Source: an optimization exercise on an open RTL-to-GDS flow (aim: small area, a short achievable clock period and few clock cycles per item). Production flows keep margins and buffers that such runs may drop. RTL that was checked went through simulation tests only; none was proved equivalent to the original. Power is estimated from default activity; no workload was simulated.

alpha:
## wkcore
module wkcore (
  input  wire        clk,
  input  wire        rst,
  input  wire        start,
  input  wire        ack,
  input  wire [31:0] page_words,
  input  wire [31:0] dst_cap_words,
  output wire        busy,
  output wire        done,
  output wire [1:0]  err,
  output wire [31:0] length,
  output wire [9:0]  pg_addr,
  output wire        pg_re,
  input  wire [31:0] pg_rdata,
  output reg  [10:0] dst_addr,
  output reg  [31:0] dst_wdata,
  output reg         dst_we
);
  reg        busy_r, done_r;
  reg [1:0]  err_r;
  reg [10:0] len_r;
  assign busy   = busy_r;
  assign done   = done_r;
  assign err    = err_r;
  assign length = {21'd0, len_r};
  reg pw_lo, pw_hi, cap_hi, cap_lo;
  always @(posedge clk) begin
    pw_lo  <= (page_words[15:0] == 16'd1024);
    pw_hi  <= (page_words[31:16] == 16'd0);
    cap_hi <= |dst_cap_words[31:11];
    cap_lo <= (dst_cap_words[10:0] >= 11'd1562);
  end
  wire pw_ok  = pw_lo & pw_hi;
  wire cap_ok = cap_hi | cap_lo;
  wire accept = start & ~busy_r;
  reg  c1;                        
  wire bad    = c1 & ~(pw_ok & cap_ok);
  reg        rd_on;
  reg [10:0] rd_cnt;
  assign pg_re   = rd_on;
  assign pg_addr = rd_cnt[9:0];
  reg        rdv, va, vb, vc;
  reg [31:0] w_a, w_b, w_c;
  reg [3:0]  s_b, s_c;
  reg [15:0] oh_b;
  reg        z_b, z_c, nzv_b;
  wire [3:0] s_a;
  wk_hash_rom u_rom (.key(w_a[17:10]), .slot(s_a));
  always @(posedge clk) begin
    w_a  <= pg_rdata;
    w_b  <= w_a;
    s_b  <= s_a;
  ...
export LEC_CHECK = 0
export CAP_MARGIN = 20
export CORE_MARGIN = 2
export CORE_UTILIZATION = 65
export SLEW_MARGIN = 20
create_clock -name core_clock -period 11.0 [get_ports {clk}]
standard.sh (not shown) runs the stock make flow with config.mk's settings and CLKGATE_MAP_FILE= SYNTH_SCRIPT=/design/flow/synth_recipe.tcl, a recipe that flattens the netlist after the stock synthesis.
==> flow/flow/run.sh <==
#!/bin/bash
# Layout flow: the standard flow (standard.sh), with changes in how
# the layout is made:
#  - the port buffers are buf_2 cells instead of the cell buffer_ports picks;
#  - timing repair after CTS and global routing aims for more setup slack;
#  - clock tree synthesis uses clusters of up to 25 sinks and no dummy loads.
# The constraints (constraint.sdc, clock period) are used unchanged.
set -o pipefail
bash standard.sh \
  "BUFFER_PORTS_ARGS=-buffer_cell sky130_fd_sc_hd__buf_2" \
  SETUP_SLACK_MARGIN=7.8 \
  "CTS_ARGS=-sink_clustering_enable -repair_clock_nets -dont_use_dummy_load -sink_clustering_size 30 -sink_clustering_max_diameter 60" \
  finish > standard.log 2>&1
Both conditions hold for alpha: the flow ran to the end and the final layout passed the timing, design-rule and antenna checks.
Testbench counts of alpha, summed over its fixed seeds: cycles 65,908, items 32.
Here is what was changed in the inputs of beta compared with alpha.
-- flow/flow/run.sh --
<<< alpha, line 9
bash standard.sh \
  "BUFFER_PORTS_ARGS=-buffer_cell sky130_fd_sc_hd__buf_2" \
  SETUP_SLACK_MARGIN=7.8 \
  "CTS_ARGS=-sink_clustering_enable -repair_clock_nets -dont_use_dummy_load -sink_clustering_size 30 -sink_clustering_max_diameter 60" \
  finish > standard.log 2>&1
>>> beta, line 9
bash standard.sh \
  "BUFFER_PORTS_ARGS=-buffer_cell sky130_fd_sc_hd__buf_2" \
  SETUP_SLACK_MARGIN=8.1 \
  "CTS_ARGS=-sink_clustering_enable -repair_clock_nets -dont_use_dummy_load -sink_clustering_size 25 -sink_clustering_max_diameter 80" \
  finish > standard.log 2>&1
Findings:
Number of fill cells in the layout was higher in the run labelled alpha. Of beta and alpha, it is beta that has the higher final worst hold slack. Relative slew slack ends up higher on beta. Looking at minimum setup slack in the final design, beta sits above alpha. Actual slew at the worst max-slew pin ended up 0.067 ns lower on beta than on alpha. Looking at the reports, beta completed the entire flow and the layout it produced met the timing, design-rule and antenna checks. beta: post-synthesis to final-layout area growth is 0.82 points higher than what alpha reported. Per the comparison of beta with alpha, final total power went down 1.0%, minimum clock period after layout went down 0.017 ns, design area went up 0.76%, highest net fanout along the worst path went up 3, area used by multi-input combinational logic went up 1.7%.
Edits applied to the flow inputs when going from beta to gamma:
-- flow/flow/run.sh --
<<< beta, line 9
bash standard.sh \
  "BUFFER_PORTS_ARGS=-buffer_cell sky130_fd_sc_hd__buf_2" \
  SETUP_SLACK_MARGIN=8.1 \
  "CTS_ARGS=-sink_clustering_enable -repair_clock_nets -dont_use_dummy_load -sink_clustering_size 25 -sink_clustering_max_diameter 80" \
  finish > standard.log 2>&1
>>> gamma, line 9
bash standard.sh \
  "BUFFER_PORTS_ARGS=-buffer_cell sky130_fd_sc_hd__buf_2" \
  SETUP_SLACK_MARGIN=7.8 \
  "CTS_ARGS=-sink_clustering_enable -repair_clock_nets -dont_use_dummy_load -sink_clustering_size 25 -sink_clustering_max_diameter 80" \
  finish > standard.log 2>&1
Findings:
- The met3 demand-to-capacity share in global routing in gamma sits 0.16 points below the value recorded for beta.
- [compare] base=beta new=gamma: cell-internal power shows a reduction of 29 uW, synthesis-to-layout area growth down 1.2 points, design area fell 1.1%.
- gamma against beta: sum of routed wire segments on met1 shows a reduction of about 0.7%; fraction of standard cell area that is sequential shows an increase of 0.73 points; minimum clock period shows a reduction of 0.011 ns; sequential cell area shows no meaningful change.
- Of gamma and beta, gamma shows the lower ratio of cells with drive above 1 in the final layout, with beta above it.
- Sum of met2 wire segment lengths after detailed routing is lower on gamma
- Run comparison: gamma source of the critical timing path dst_wdata[23]$_DFF_P_; beta source of the critical timing path rd_cnt[2]$_SDFFE_PP0P_
- Worst setup slack for register-to-register paths delta (gamma − beta): unfavourable

wkcore, a different RTL version from the one above (not shown whole).
Size in the first run: roughly 2200 cells after synthesis, ~190 I/O pins, ~31000 µm² of cells after synthesis.
==> flow/config.mk <==
export PLATFORM = sky130hd
export DESIGN_NAME = wkcore
export DESIGN_NICKNAME = wkcore
export VERILOG_FILES = /design/flow/design.v
export SDC_FILE = /design/flow/constraint.sdc
export NUM_CORES = 4
export LEC_CHECK = 0
export CAP_MARGIN = 20
export CORE_MARGIN = 2
export CORE_UTILIZATION = 65
export SLEW_MARGIN = 20
export TNS_END_PERCENT = 0
==> flow/constraint.sdc <==
create_clock -name core_clock -period 11.0 [get_ports {clk}]
set_input_delay 2.2000 -clock core_clock [delete_from_list [all_inputs] [get_ports {clk}]]
set_output_delay 2.2000 -clock core_clock [all_outputs]
set_load 0.01 [all_outputs]
==> flow/flow/run.sh <==
#!/bin/bash
# Layout flow: the standard flow (standard.sh), with changes in how
# the layout is made:
#  - the port buffers are buf_2 cells instead of the cell buffer_ports picks;
#  - timing repair after CTS and global routing aims for more setup slack;
#  - clock tree synthesis uses clusters of up to 25 sinks and no dummy loads.
# The constraints (constraint.sdc, clock period) are used unchanged.
set -o pipefail
bash standard.sh \
  "BUFFER_PORTS_ARGS=-buffer_cell sky130_fd_sc_hd__buf_2" \
  SETUP_SLACK_MARGIN=7.7 \
  "CTS_ARGS=-sink_clustering_enable -repair_clock_nets -dont_use_dummy_load -sink_clustering_size 25 -sink_clustering_max_diameter 80" \
  finish > standard.log 2>&1
Testbench counts at the start, summed over its fixed seeds: cycles 65,908, items 32.
Rerun with:
CELL_PAD_IN_SITES_DETAIL_PLACEMENT = 0   (was default)
CELL_PAD_IN_SITES_GLOBAL_PLACEMENT = 0   (was default)
TNS_END_PERCENT = default   (was 0)
After rerunning: Utilization rises by 0.24 points; total power hardly moves; combinational power went up by about 0.7%; clock skew barely changes; via count goes up by 0.65%.
Rerun with:
CELL_PAD_IN_SITES_DETAIL_PLACEMENT = default   (was 0)
CELL_PAD_IN_SITES_GLOBAL_PLACEMENT = default   (was 0)
CORE_UTILIZATION = 70   (was 65)
What happened:
- fmax hardly moves
- combinational power goes up by about 1%
- core utilization rose by 5.6 points
- final area stays flat
- via count drops by 0.58%
- wire length shrinks by 1.8%
Rerun with:
CORE_UTILIZATION = 65   (was 70)
What happened: Maximum frequency barely changes. Hold slack degrades by 0.016 ns. Die area goes up by 7.5%. Final area barely changes. Non-clock buffer count goes up by 1. Sequential power stays flat. Worst setup slack degrades by 0.0066 ns.
Rerun with:
--- a/flow/flow/run.sh
+++ b/flow/flow/run.sh
@@ -9,5 +9,5 @@
 bash standard.sh \
   "BUFFER_PORTS_ARGS=-buffer_cell sky130_fd_sc_hd__buf_2" \
-  SETUP_SLACK_MARGIN=7.7 \
+  SETUP_SLACK_MARGIN=7.75 \
   "CTS_ARGS=-sink_clustering_enable -repair_clock_nets -dont_use_dummy_load -sink_clustering_size 25 -sink_clustering_max_diameter 80" \
   finish > standard.log 2>&1
After rerunning: Total power is about the same; cell area rose by 1.0%; setup slack gets better by 0.0065 ns; critical path depth does not change.
Rerun with:
--- a/flow/flow/run.sh
+++ b/flow/flow/run.sh
@@ -9,5 +9,5 @@
 bash standard.sh \
   "BUFFER_PORTS_ARGS=-buffer_cell sky130_fd_sc_hd__buf_2" \
-  SETUP_SLACK_MARGIN=7.75 \
+  SETUP_SLACK_MARGIN=7.7 \
   "CTS_ARGS=-sink_clustering_enable -repair_clock_nets -dont_use_dummy_load -sink_clustering_size 25 -sink_clustering_max_diameter 80" \
   finish > standard.log 2>&1
CAP_MARGIN = 5   (was 20)
SLEW_MARGIN = 5   (was 20)
Result: The new run went through all stages and came out clean; design area falls by about 0.9%; worst hold slack stays flat; clock skew is about the same; total power is higher by about 0.44%; worst setup slack loses 0.0048 ns.

== exp/willow ==
Another version of the RTL of wkcore (not shown whole).
Size in the first run: ~2600 cells after synthesis, roughly 190 I/O pins.
// wkcore
module wkcore (
  input  wire        clk,
  input  wire        rst,
  input  wire        start,
  input  wire        ack,
  input  wire [31:0] page_words,
  input  wire [31:0] dst_cap_words,
  output wire        busy,
  output wire        done,
  output wire [1:0]  err,
  output wire [31:0] length,
  output wire [9:0]  pg_addr,
  output wire        pg_re,
  input  wire [31:0] pg_rdata,
  output reg  [10:0] dst_addr,
  output reg  [31:0] dst_wdata,
  output reg         dst_we
);
==> flow/config.mk <==
export PLATFORM = sky130hd
export DESIGN_NAME = wkcore
export DESIGN_NICKNAME = wkcore
export VERILOG_FILES = /design/flow/design.v
export SDC_FILE = /design/flow/constraint.sdc
export NUM_CORES = 4
export LEC_CHECK = 0
export CAP_MARGIN = 20
export CORE_MARGIN = 2
export CORE_UTILIZATION = 40
export SLEW_MARGIN = 20
==> flow/constraint.sdc <==
create_clock -name core_clock -period 11.0 [get_ports {clk}]
set_input_delay 2.2000 -clock core_clock [delete_from_list [all_inputs] [get_ports {clk}]]
set_output_delay 2.2000 -clock core_clock [all_outputs]
set_load 0.01 [all_outputs]
==> flow/flow/run.sh <==
#!/bin/bash
# Layout flow: the standard flow (standard.sh), with changes in how
# the layout is made:
#  - the port buffers are buf_2 cells instead of the cell buffer_ports picks;
#  - timing repair after CTS and global routing aims for more setup slack;
#  - the clock tree uses clkbuf_8 cells and larger clusters.
# The constraints (constraint.sdc, clock period) are used unchanged.
set -o pipefail
bash standard.sh \
  "BUFFER_PORTS_ARGS=-buffer_cell sky130_fd_sc_hd__buf_2" \
  SETUP_SLACK_MARGIN=8.5 \
  CTS_BUF_LIST=sky130_fd_sc_hd__clkbuf_8 \
  CTS_CLUSTER_SIZE=30 \
  finish > standard.log 2>&1
## Diff of input files: exp/cedar against exp/willow
- changing CORE_UTILIZATION from 40 to 65
==> flow/flow/run.sh <==
#!/bin/bash
# Layout flow: the standard flow (standard.sh), with two changes in how
# the layout is made:
#  - the port buffers are buf_4 cells instead of the cell buffer_ports picks;
#  - timing repair after CTS and global routing aims for more setup slack.
# The constraints (constraint.sdc, clock period) are used unchanged.
set -o pipefail
bash standard.sh \
  "BUFFER_PORTS_ARGS=-buffer_cell sky130_fd_sc_hd__buf_4" \
  SETUP_SLACK_MARGIN=7.5 \
  finish > standard.log 2>&1
[summary]
Cell count: exp/cedar lower than exp/willow
Relative to exp/willow, net switching share of the total power has decreased by 1.8 points in exp/cedar.
Of exp/willow and exp/cedar, exp/cedar shows the lower via count, with exp/willow above it.
Diff exp/willow -> exp/cedar: utilization of the core after routing increased by 25 points relative to the old numbers; routed wire length -9900 µm.
No functional check of the RTL was part of any run of this note.

Starting RTL as in the previous note.
==> flow/config.mk <==
export PLATFORM = sky130hd
export DESIGN_NAME = wkcore
export DESIGN_NICKNAME = wkcore
export VERILOG_FILES = /design/flow/design.v
export SDC_FILE = /design/flow/constraint.sdc
export NUM_CORES = 4
export LEC_CHECK = 0
export CAP_MARGIN = 20
export CORE_MARGIN = 2
export CORE_UTILIZATION = 40
export SLEW_MARGIN = 20
==> flow/constraint.sdc <==
create_clock -name core_clock -period 11.0 [get_ports {clk}]
set_input_delay 2.2000 -clock core_clock [delete_from_list [all_inputs] [get_ports {clk}]]
set_output_delay 2.2000 -clock core_clock [all_outputs]
set_load 0.01 [all_outputs]
==> flow/flow/run.sh <==
#!/bin/bash
# Layout flow: the standard flow (standard.sh), with two changes in how
# the layout is made:
#  - the port buffers are buf_4 cells instead of the cell buffer_ports picks;
#  - timing repair after CTS and global routing aims for more setup slack.
# The constraints (constraint.sdc, clock period) are used unchanged.
set -o pipefail
bash standard.sh \
  "BUFFER_PORTS_ARGS=-buffer_cell sky130_fd_sc_hd__buf_4" \
  SETUP_SLACK_MARGIN=7.5 \
  finish > standard.log 2>&1
Edit:
--- a/flow/flow/run.sh
+++ b/flow/flow/run.sh
@@ -9,3 +9,3 @@
   "BUFFER_PORTS_ARGS=-buffer_cell sky130_fd_sc_hd__buf_4" \
-  SETUP_SLACK_MARGIN=7.5 \
+  SETUP_SLACK_MARGIN=8.0 \
   finish > standard.log 2>&1
--- a/flow/config.mk
+++ b/flow/config.mk
@@ -9,3 +9,3 @@
 export CORE_MARGIN = 2
-export CORE_UTILIZATION = 40
+export CORE_UTILIZATION = 65
 export SLEW_MARGIN = 20
Result: The new run finished with timing, DRC and antenna clean. Routed wire length drops by 2.6%. Clock power falls by about 5%. Fmax goes up by 4.0%. Combinational power rises by about 2%. Flip-flop and latch count does not change. Area after synthesis is unchanged. Register-to-register slack improves by 100 ps. Synthesized cell count stays the same. Setup slack is better by 130 ps.
No run of this note included a check of the RTL's function; only the layout flow was run.

wkcore with an RTL version that a note above also has.
For scale: ~820 flip-flops, ~190 I/O pins, roughly 31000 um2 of cells after synthesis.
export LEC_CHECK = 0
export CAP_MARGIN = 20
export CORE_MARGIN = 2
export CORE_UTILIZATION = 65
export SLEW_MARGIN = 20
export TNS_END_PERCENT = 30
create_clock -name core_clock -period 11.0 [get_ports {clk}]
==> flow/flow/run.sh <==
#!/bin/bash
# Layout flow: the standard flow (standard.sh), with changes in how
# the layout is made:
#  - the port buffers are buf_2 cells instead of the cell buffer_ports picks;
#  - timing repair after CTS and global routing aims for more setup slack;
#  - clock tree synthesis uses clusters of up to 25 sinks and no dummy loads.
# The constraints (constraint.sdc, clock period) are used unchanged.
set -o pipefail
bash standard.sh \
  "BUFFER_PORTS_ARGS=-buffer_cell sky130_fd_sc_hd__buf_2" \
  SETUP_SLACK_MARGIN=7.7 \
  "CTS_ARGS=-sink_clustering_enable -repair_clock_nets -dont_use_dummy_load -sink_clustering_size 25 -sink_clustering_max_diameter 80" \
  finish > standard.log 2>&1
Testbench counts at the start, summed over its fixed seeds: cycles 65,908, items 32.
Then changed:
--- a/flow/flow/run.sh
+++ b/flow/flow/run.sh
@@ -10,4 +10,4 @@
   "BUFFER_PORTS_ARGS=-buffer_cell sky130_fd_sc_hd__buf_2" \
   SETUP_SLACK_MARGIN=7.7 \
-  "CTS_ARGS=-sink_clustering_enable -repair_clock_nets -dont_use_dummy_load -sink_clustering_size 25 -sink_clustering_max_diameter 80" \
+  "CTS_ARGS=-sink_clustering_enable -repair_clock_nets -dont_use_dummy_load -sink_clustering_size 25 -sink_clustering_max_diameter 80 -num_static_layers 1" \
   finish > standard.log 2>&1
- TNS_END_PERCENT: 30 -> not set
Effect: The new run completed without violations. Cell area hardly moves. Sequential power is about the same. Register-to-register slack gets better by 0.09 ns. Setup slack improved by 0.048 ns. Die area is unchanged. Via count barely changes. Power barely changes. Synthesized area does not change. Wire length is about the same. Clock skew hardly moves. Clock power stays flat.
Then changed:
--- a/flow/flow/run.sh
+++ b/flow/flow/run.sh
@@ -10,4 +10,4 @@
   "BUFFER_PORTS_ARGS=-buffer_cell sky130_fd_sc_hd__buf_2" \
   SETUP_SLACK_MARGIN=7.7 \
-  "CTS_ARGS=-sink_clustering_enable -repair_clock_nets -dont_use_dummy_load -sink_clustering_size 25 -sink_clustering_max_diameter 80 -num_static_layers 1" \
+  "CTS_ARGS=-sink_clustering_enable -repair_clock_nets -dont_use_dummy_load -sink_clustering_size 25 -sink_clustering_max_diameter 80" \
   finish > standard.log 2>&1
- PLACE_DENSITY: not set -> 0.75
The new run completed with no timing, DRC or antenna violations.
Die area stays the same.
Clock skew drops by 0.027 ns.
Sequential power stays flat.
Global-route usage is lower by 0.11 points.
Then changed:
--- a/flow/flow/run.sh
+++ b/flow/flow/run.sh
@@ -10,4 +10,4 @@
   "BUFFER_PORTS_ARGS=-buffer_cell sky130_fd_sc_hd__buf_2" \
   SETUP_SLACK_MARGIN=7.7 \
-  "CTS_ARGS=-sink_clustering_enable -repair_clock_nets -dont_use_dummy_load -sink_clustering_size 25 -sink_clustering_max_diameter 80" \
+  "CTS_ARGS=-sink_clustering_enable -repair_clock_nets -dont_use_dummy_load -sink_clustering_size 25 -sink_clustering_max_diameter 80 -sink_clustering_levels 1" \
   finish > standard.log 2>&1
- PLACE_DENSITY: 0.75 -> not set
Result: Worst hold slack degrades by 0.014 ns; power came out lower by 0.33%; routed wire length is about the same; utilization barely changes; via count stays flat.

## static timing again, ports no longer ideal
In the flow no input, the clock included, has a driving cell. The finished layouts below were timed again as built, in two steps.
Step 1 (the two cells are an assumption about what drives the block):
set clk [get_ports {clk}]
set_driving_cell -lib_cell sky130_fd_sc_hd__clkbuf_16 $clk
set_driving_cell -lib_cell sky130_fd_sc_hd__buf_2 [delete_from_list [all_inputs] $clk]
Step 2 moves the port delays by t, midway between the first and last clock arrival at a register: inputs arrive t later, outputs are due t later. That takes back most of the time a late clock gives input paths.
a / b / c = ideal / step 1 / step 2; a / b = the first two.
run | t (ns) | slack for setup (ns) | hold slack, ns | worst register clock-pin slew, ns | cell pins on the clock port's net
alpha | 0.648 | 7.707 / 7.648 / 7.597 | 0.292 / 0.292 / 0.292 | 0.11 / 0.11 | 1
beta | 0.637 | 7.724 / 7.664 / 7.626 | 0.304 / 0.304 / 0.304 | 0.10 / 0.10 | 1
gamma | 0.639 | 7.736 / 7.675 / 7.591 | 0.329 / 0.329 / 0.329 | 0.10 / 0.10 | 1
the first run of note 2 | 0.639 | 7.684 / 7.626 / 7.602 | 0.318 / 0.318 / 0.318 | 0.10 / 0.10 | 1
the second run of note 2 | 0.636 | 7.733 / 7.675 / 7.601 | 0.317 / 0.317 / 0.317 | 0.10 / 0.10 | 1
the third run of note 2 | 0.623 | 7.740 / 7.681 / 7.561 | 0.334 / 0.334 / 0.334 | 0.10 / 0.10 | 1
the fourth run of note 2 | 0.636 | 7.733 / 7.675 / 7.601 | 0.317 / 0.317 / 0.317 | 0.10 / 0.10 | 1
the fifth run of note 2 | 0.639 | 7.739 / 7.681 / 7.604 | 0.316 / 0.316 / 0.316 | 0.10 / 0.10 | 1
the sixth run of note 2 | 0.637 | 7.735 / 7.675 / 7.597 | 0.315 / 0.315 / 0.315 | 0.10 / 0.10 | 1
exp/willow | 0.851 | 7.545 / 7.478 / 7.565 | 0.323 / 0.323 / 0.323 | 0.07 / 0.07 | 1
exp/cedar | 0.691 | 7.561 / 7.500 / 7.540 | 0.329 / 0.329 / 0.329 | 0.07 / 0.07 | 1
the first run of note 4 | 0.721 | 7.558 / 7.495 / 7.548 | 0.323 / 0.323 / 0.323 | 0.06 / 0.06 | 1
the second run of note 4 | 0.693 | 7.692 / 7.630 / 7.569 | 0.327 / 0.327 / 0.327 | 0.07 / 0.07 | 1
the first run of note 5 | 0.639 | 7.684 / 7.627 / 7.602 | 0.315 / 0.315 / 0.315 | 0.09 / 0.09 | 1
the second run of note 5 | 0.641 | 7.732 / 7.671 / 7.601 | 0.319 / 0.319 / 0.319 | 0.10 / 0.10 | 1
the third run of note 5 | 0.638 | 7.734 / 7.676 / 7.584 | 0.331 / 0.331 / 0.331 | 0.10 / 0.10 | 1
the fourth run of note 5 | 0.636 | 7.733 / 7.675 / 7.601 | 0.317 / 0.317 / 0.317 | 0.10 / 0.10 | 1
After both steps every run listed still meets setup and hold. The setup slack of the third run of note 2, which loses most, moves by -0.059 ns with the drivers and by -0.179 ns with both steps.
